This design comes from an exercise in tuning for small area on the open sky130 flow, not from production work. Function was checked by simulation only, so behaviour that the tests miss may differ from the original. Power figures rest on the tool's default switching activity, not on a simulated workload.

Setup of run A:
Design usbh_chan_ctl, start of the top module:
module usbh_chan_ctl (
    input  wire        clk,
    input  wire        rst,
    input  wire        cmd_valid,
    input  wire [63:0] cmd_word,
    output wire        ready,
    output reg         rsp_valid,
    output reg  [4:0]  rsp_code,
    output reg  [31:0] rsp_data,
    output wire [31:0] rsp_aux,
    input  wire        pev_valid,
    input  wire [3:0]  pev_kind,
    input  wire [2:0]  pev_ch,
    input  wire [9:0]  pev_count,
    input  wire        pev_dtog,
    input  wire        pev_flag,
    input  wire [2:0]  bd_ch,
    output wire [31:0] bd_txbd,
    output wire [31:0] bd_rxbd,
    output wire        irq,
    output wire [4:0]  fault
);
Size in the first run: ~2000 cells after synthesis, roughly 690 flip-flops, ~23000 um2 of cells after synthesis.
clock: 10.0 ns
lec_check: 0
cap_margin: 20
core_margin: 2
core_utilization: 70
slew_margin: 20
standard.sh (not shown) runs the stock make flow with config.mk's settings and CLKGATE_MAP_FILE= SYNTH_SCRIPT=/design/flow/synth_recipe.tcl, a recipe that flattens the netlist after the stock synthesis.
==> flow/flow/run.sh <==
#!/bin/bash
# Own layout flow: the standard.sh (the standard ORFS flow and synthesis
# script) with three changes:
#  - synthesis maps the combinational logic with an area-oriented ABC script
#    (flow/abc.script); registers are mapped before ABC, exactly as in the
#    standard synthesis;
#  - the port buffers use the smallest buffer cell;
#  - the clock tree is built from clkbuf_8 clusters of up to 18 sinks (60 um across),
#    without dummy loads.
# make's output goes to flow_make.log here; every step's full log stays under
# orfs/logs/.
set -euo pipefail
HERE=$(cd "$(dirname "${BASH_SOURCE[0]}")" && pwd)
WORK=$(pwd)
cat > "$WORK/own_synth.tcl" <<EOS
proc abc {args} {
  set i [lsearch -exact \$args -script]
  if { \$i >= 0 } { lset args [expr { \$i + 1 }] {$HERE/abc.script} }
  yosys abc {*}\$args
}
source {$WORK/synth_recipe.tcl}
EOS
bash standard.sh \
  "SYNTH_SCRIPT=$WORK/own_synth.tcl" \
  "BUFFER_PORTS_ARGS=-buffer_cell sky130_fd_sc_hd__buf_1" \
  "CTS_ARGS=-sink_clustering_enable -repair_clock_nets -buf_list sky130_fd_sc_hd__clkbuf_8 -sink_clustering_size 18 -sink_clustering_max_diameter 60 -dont_use_dummy_load" \
  finish > "$WORK/flow_make.log" 2>&1
==> flow/flow/abc.script <==
&get -n
&st
&synch2
&dch -f
&nf -p -F 8 -A 4
&st
&syn2
&dch -f
&nf -p -F 8 -A 4
&st
&synch2
&dch -f
&nf -p -a -F 8 -A 4
&put
topo
stime -c
dnsize -c
[inputs] run B vs run A
diff --git a/flow/config.mk b/flow/config.mk
--- a/flow/config.mk
+++ b/flow/config.mk
@@ -8 +8 @@
-export CAP_MARGIN = 20
+export CAP_MARGIN = 0
@@ -10,2 +10,3 @@
-export CORE_UTILIZATION = 70
-export SLEW_MARGIN = 20
+export CORE_UTILIZATION = 60
+export GPL_TIMING_DRIVEN = 0
+export SLEW_MARGIN = 0
Results
There was hardly any difference in total power between run B and run A.
The routed wire length of run B falls short of that of run A by 5.6%.
Run B: count of antenna diodes in the layout is 1 higher than what run A reported.
Compared to run A, run B has met2 usage 11 points lower.
Edits applied to the flow inputs when going from run B to run C:
diff --git a/flow/config.mk b/flow/config.mk
--- a/flow/config.mk
+++ b/flow/config.mk
@@ -8 +8 @@
-export CAP_MARGIN = 0
+export CAP_MARGIN = 20
@@ -11,2 +11 @@
-export GPL_TIMING_DRIVEN = 0
-export SLEW_MARGIN = 0
+export SLEW_MARGIN = 20
## What came out
Full die area essentially unchanged between run B and run C. Per the comparison of run C with run B, portion of total power attributed to combinational logic saw a decrease; last weighted congestion value of the routability-driven placer grew by 8.1%; number of antenna violations at the first check in global routing down 1. Delta (run C minus run B): minimum hold slack decreased by 0.0069 ns relative to the old numbers, fraction of power consumed by the clock network up 0.4 points. sky130_fd_sc_hd__nor2_1 as the library cell contributing the largest single delay on the critical path was reported by run C, and sky130_fd_sc_hd__nor3_1 by run B. In run C the number of antenna repair diodes turned out 1 lower than in run B. From run B to run C the numbers moved as follows: total power stayed essentially flat; multi-input gate share of total cell area stayed essentially flat; number of cells on the worst reg-to-reg path rose by 4; total of plain and repair buffers excluding clock buffers rose by 0.38%.

[separate check: timing with driven ports]
No port has a modelled driver above. Below, the same layouts with a new extraction and two added sets of constraints.
Step 1 (the two cells are an assumption about what drives the block):
set clk [get_ports {clk}]
set_driving_cell -lib_cell sky130_fd_sc_hd__clkbuf_16 $clk
set_driving_cell -lib_cell sky130_fd_sc_hd__buf_2 [delete_from_list [all_inputs] $clk]
Step 2 moves the port delays by t, midway between the first and last clock arrival at a register: inputs arrive t later, outputs are due t later. That takes back most of the time a late clock gives input paths.
Slacks: ideal / step 1 / step 2; pairs: ideal / step 1.
run	shift t [ns]	setup slack, ns	worst data-port slew with drivers (ns)
run A	0.652	1.007 / 1.031 / 0.379	0.08
run B	0.690	0.484 / 0.517 / -0.173	0.09
run C	0.691	1.059 / 1.085 / 0.394	0.11
Met with ideal ports but missed after step 2: setup timing in run B. For run C, which loses most, drivers alone change the setup slack by +0.026 ns; drivers and shift together by -0.665 ns.
